Source: an optimization exercise on an open RTL-to-GDS flow (aim: small area, a short achievable clock period and few clock cycles per item). Production flows keep margins and buffers that such runs may drop. Where RTL was checked, it was by simulation tests only, not by an equivalence proof against the original. Power is estimated from default activity; no workload was simulated.

Setup of v6:
Design gsm7_septet, start of the top module:
module gsm7_septet (
    input  wire        clk,
    input  wire        rst,           
    input  wire        cmd_valid,
    output wire        cmd_ready,
    input  wire [2:0]  cmd_op,
    input  wire [15:0] cmd_len,
    input  wire [7:0]  cmd_hdr_len,
    input  wire        in_valid,
    output wire        in_ready,
    input  wire [31:0] in_data,
    output wire        out_valid,
    input  wire        out_ready,
    output wire [7:0]  out_data,
    output wire        res_valid,
    input  wire        res_ready,
    output wire [7:0]  res_err,
    output wire [7:0]  res_count
);
Size in the first run: about 620 cells after synthesis, roughly 0.0053 sq mm of cells after synthesis.
clock: 7.0 ns
lec_check: 0
cap_margin: 20
core_margin: 2
core_utilization: 60
cts_buf_list: sky130_fd_sc_hd__clkbuf_8
setup_slack_margin: 4
slew_margin: 20
standard.sh (not shown) runs the stock make flow with config.mk's settings and CLKGATE_MAP_FILE= SYNTH_SCRIPT=/design/flow/synth_recipe.tcl, a recipe that flattens the netlist after the stock synthesis.
==> flow/flow/run.sh <==
#!/bin/bash
# Standard layout, with plain buffers (not delay cells) on the ports.
set -euo pipefail
export BUFFER_PORTS_ARGS="-buffer_cell sky130_fd_sc_hd__buf_1"
bash standard.sh > standard.log 2>&1
v6 has completed all stages; timing, DRC and antenna checks passed.
### v6 -> v7
Settings: swapping 4 for 4.4 in SETUP_SLACK_MARGIN.
Between v6 and v7, the required time at the endpoint of the critical path does not differ in any meaningful way.
Taking v6 as the reference, in v7 area growth from synthesis to layout up 16 points, post-detailed-routing wire length up 19%.
Compared with v6, v7 ends up with more cell area.
Across both runs, global-route usage over all layers was higher for v7 than for v6.
No functional check of the RTL was part of any run of this note.

The RTL this note starts from:
==> flow/design.v <==
module gsm7_septet (
    input  wire        clk,
    input  wire        rst,           
    input  wire        cmd_valid,
    output wire        cmd_ready,
    input  wire [2:0]  cmd_op,
    input  wire [15:0] cmd_len,
    input  wire [7:0]  cmd_hdr_len,
    input  wire        in_valid,
    output wire        in_ready,
    input  wire [31:0] in_data,
    output wire        out_valid,
    input  wire        out_ready,
    output wire [7:0]  out_data,
    output wire        res_valid,
    input  wire        res_ready,
    output wire [7:0]  res_err,
    output wire [7:0]  res_count
);
    reg         busy;        
    reg         rv;          
    reg         m_pack;      
    reg         m_hdr;       
    reg         m_hex;       
    reg  [10:0] rem;         
    reg  [7:0]  cnt;         
    reg  [2:0]  hl;          
    reg  [14:0] acc;         
    reg  [3:0]  k;           
    reg         hexhi;       
    reg         skip;        
    reg  [4:0]  err;
    reg  [7:0]  ob;          
    reg         ov;          
    reg         olo;         
    wire len_big = (|cmd_len[15:11]) | (cmd_len[10] & (|cmd_len[9:0]));
    wire op_pack = (cmd_op == 3'd0);
    wire op_hdr  = (cmd_op == 3'd1);
    reg  [4:0] pf;
    always @* begin
        if (cmd_op[2] & cmd_op[1])                     pf = 5'h10;
        else if (len_big)                              pf = 5'h12;
        else if (cmd_op == 3'd5)                       pf = 5'h03;
        else if (op_pack & (|cmd_len[10:8]))           pf = 5'h19;
        else if (op_hdr & (cmd_hdr_len > 8'd6))        pf = 5'h17;
        else if (op_hdr & (cmd_len[10:0] > 11'd248))   pf = 5'h19;
        else                                           pf = 5'h00;
    end
    wire pf_any = |pf;
    wire [7:0] len_byte = cmd_len[7:0] + {5'd0, op_hdr, op_hdr, op_hdr};
    wire fault   = |err;
    wire pre     = m_hdr & (cnt < 8'd7);
    wire pre_hdr = pre & (cnt[2:0] < hl);
    wire pre_bit = pre & (cnt[2:0] == 3'd6);
    wire pre_zero = pre & ~pre_hdr & ~pre_bit;
    wire more    = |rem;
    wire en_el   = ~pre & more;
    wire space   = ~k[3];
    wire done_in = ~pre & ~more;
    assign in_ready = busy & (pre_hdr | en_el) & (skip | space | hexhi);
    wire fire = in_valid & in_ready;
    wire hi24 = |in_data[31:8];
    wire c_dig = (in_data[7:0] >= 8'h30) & (in_data[7:0] <= 8'h39);
    wire c_let = ((in_data[7:0] & 8'hDF) >= 8'h41) & ((in_data[7:0] & 8'hDF) <= 8'h46);
    wire c_hex = ~hi24 & (c_dig | c_let);
    wire [3:0] hv = in_data[6] ? (in_data[3:0] + 4'd9) : in_data[3:0];
    reg        st_on;       
    reg  [7:0] sx;          
    reg  [1:0] sw;          
    reg        st_fault;
    reg  [4:0] st_err;
    reg        st_commit;   
    always @* begin
        st_on = 1'b0; sx = 8'd0; sw = 2'd0; st_fault = 1'b0; st_err = 5'h13; st_commit = 1'b0;
        if (pre_hdr) begin
            st_on = fire;
            sx = in_data[7:0]; sw = 2'd3;
            st_fault = hi24;
        end else if (pre_zero) begin
            st_on = skip | space;
            sw = 2'd3;
        end else if (pre_bit) begin
            st_on = skip | space;
            sw = 2'd1;
        end else if (m_pack) begin
            st_on = fire;
            sx = {1'b0, in_data[6:0]}; sw = 2'd2;
            st_fault = hi24 | in_data[7];
            st_err = 5'h18;
        end else if (m_hex) begin
            st_on = fire;
            st_err = 5'h15;
            if (!hexhi) begin
                sx = {hv, 4'd0}; sw = 2'd0;
                if (!c_hex) st_fault = 1'b1;
                else if (rem == 11'd1) begin st_fault = 1'b1; st_err = 5'h16; end
            end else begin
                sx = {4'd0, hv}; sw = 2'd3;
                st_fault = ~c_hex;
                st_commit = 1'b1;
            end
        end else begin
            st_on = fire;
            sx = in_data[7:0]; sw = 2'd3;
            st_fault = hi24;
            st_commit = 1'b1;
        end
    end
    wire st_data = st_on & ~skip & ~st_fault;       
    wire [14:0] ins = {7'd0, sx} << k[2:0];
    wire [14:0] tot = acc | (st_data ? ins : 15'd0);
    wire [3:0]  kt  = k + ((st_data) ? ((sw == 2'd3) ? 4'd8 : (sw == 2'd2) ? 4'd7 : {3'd0, sw[0]}) : 4'd0);
    wire ofree = ~ov | (out_ready & (olo | ~m_pack));
    wire avail = m_pack ? (kt[3] | (done_in & (|k))) : (kt >= 4'd7);
    wire load  = busy & ofree & avail;
    wire left  = m_pack ? (|k) : (k >= 4'd7);       
    function automatic [7:0] hex_char(input [3:0] d);
        hex_char = (d <= 4'd9) ? {4'h3, d} : {4'h4, d - 4'd9};
    endfunction
    assign out_valid = ov;
    assign out_data  = m_pack ? hex_char(olo ? ob[3:0] : ob[7:4]) : {1'b0, ob[6:0]};
    assign res_valid = rv;
    assign res_err   = {3'd0, err};
    assign res_count = fault ? 8'd0 : cnt;
    assign cmd_ready = ~busy;
    always @(posedge clk) begin
        if (rst) begin
            busy <= 1'b0;
            rv   <= 1'b0;
            ov   <= 1'b0;
        end else begin
            if (!busy) begin
                if (cmd_valid) begin
                    busy   <= 1'b1;
                    m_pack <= (op_pack | op_hdr) & ~pf_any;
                    m_hdr  <= op_hdr & ~pf_any;
                    m_hex  <= (cmd_op == 3'd2);
                    rem    <= pf_any ? 11'd0 : cmd_len[10:0];
                    cnt    <= 8'd0;
                    hl     <= cmd_hdr_len[2:0];
                    acc    <= 15'd0;
                    k      <= 4'd0;
                    hexhi  <= 1'b0;
                    skip   <= pf_any;
                    err    <= pf;
                    ob     <= len_byte;
                    ov     <= (op_pack | op_hdr) & ~pf_any;
                    olo    <= 1'b0;
                end
            end else begin
                if (fire & ~pre) rem <= rem - 11'd1;
                if (st_on & ~skip & st_fault) begin
                    skip <= 1'b1;
                    err  <= st_err;
                end
                if (m_hex & fire & ~pre) hexhi <= ~hexhi;
                if (pre ? st_on : (st_data & (m_pack | st_commit)))
                    cnt <= cnt + ((~m_pack & (cnt[2:0] == 3'd6)) ? 8'd2 : 8'd1);
                if (st_data & st_commit & (cnt == 8'd158))
                    skip <= 1'b1;                           
                if (ov & out_ready) begin
                    if (m_pack & ~olo) olo <= 1'b1;
                    else               ov  <= 1'b0;
                end
                if (load) begin
                    ob  <= m_pack ? tot[7:0] : {1'b0, tot[6:0]};
                    ov  <= 1'b1;
                    olo <= 1'b0;
                    if (m_pack) begin
                        acc <= {8'd0, tot[14:8]};
                        k   <= kt[3] ? {1'b0, kt[2:0]} : 4'd0;
                    end else begin
                        acc <= {7'd0, tot[14:7]};
                        k   <= kt - 4'd7;
                    end
                end else begin
                    acc <= tot;
                    k   <= kt;
                end
                if (!rv && done_in && !left && ofree)
                    rv <= 1'b1;
                if (rv && res_ready) begin
                    rv   <= 1'b0;
                    busy <= 1'b0;
                end
            end
        end
    end
endmodule
export LEC_CHECK = 0
export CAP_MARGIN = 20
export CORE_MARGIN = 2
export CORE_UTILIZATION = 40
export SETUP_SLACK_MARGIN = 4.5
export SLEW_MARGIN = 20
create_clock -name core_clock -period 7.0 [get_ports {clk}]
run.sh (not shown) runs the stock make flow with config.mk's settings and CLKGATE_MAP_FILE= SYNTH_SCRIPT=/design/flow/synth_recipe.tcl, a recipe that flattens the netlist after the stock synthesis.
Stock flow here: none of the scripts above is used.
The baseline went through all stages and came out clean.
Testbench counts at the start, summed over its fixed seeds: cycles 39,832, items 28,162.
Next try:
SETUP_SLACK_MARGIN = not set   (was 4.5)
Result: Die area stays the same; critical path depth stays the same; worst hold slack gets worse by 11 ps.
Next try:
SETUP_SLACK_MARGIN = 3   (was not set)
After rerunning: Utilization went up by 7.2 points; sequential cell count stays the same; routed wire length went up by roughly a tenth; die area is unchanged; clock skew barely changes; final area went up by roughly a tenth; maximum frequency went up by well over a third; power went up by a little under a tenth; via count went up by a little under a tenth.

==> separate check: timing with driven ports <==
The flow's constraints put no driver on any port. The routed layouts listed below were extracted and timed again, unchanged, in two steps. Step 1: set_driving_cell puts a clkbuf_16 on clk and a buf_2 on each other input, an assumption about the parent block. Step 2 times the ports against the registers' clock, not the clock port: input delays grow and output delays shrink by t, the midpoint of the rising clock arrivals with the driver on. a / b / c = ideal ports / drivers / drivers and shift; a / b = the first two.
run	t, ns	setup slack, ns	latest minus earliest clock arrival (ns)	worst register clock-pin slew, ns	pins driven straight from the clock port
v6	0.395	4.054 / 4.054 / 3.681	0.021 / 0.020	0.11 / 0.11	1
v7	0.396	4.099 / 4.099 / 3.772	0.017 / 0.017	0.10 / 0.10	1
the first run of note 2	0.370	2.364 / 2.327 / 1.957	0.009 / 0.009	0.06 / 0.06	1
the second run of note 2	0.364	0.586 / 0.593 / 0.228	0.005 / 0.005	0.05 / 0.05	1
the third run of note 2	0.367	2.421 / 2.395 / 2.028	0.007 / 0.006	0.05 / 0.05	1
After both steps every run listed still meets setup and hold. For the first run of note 2, which loses most, drivers alone change the setup slack by -0.037 ns; drivers and shift together by -0.407 ns.
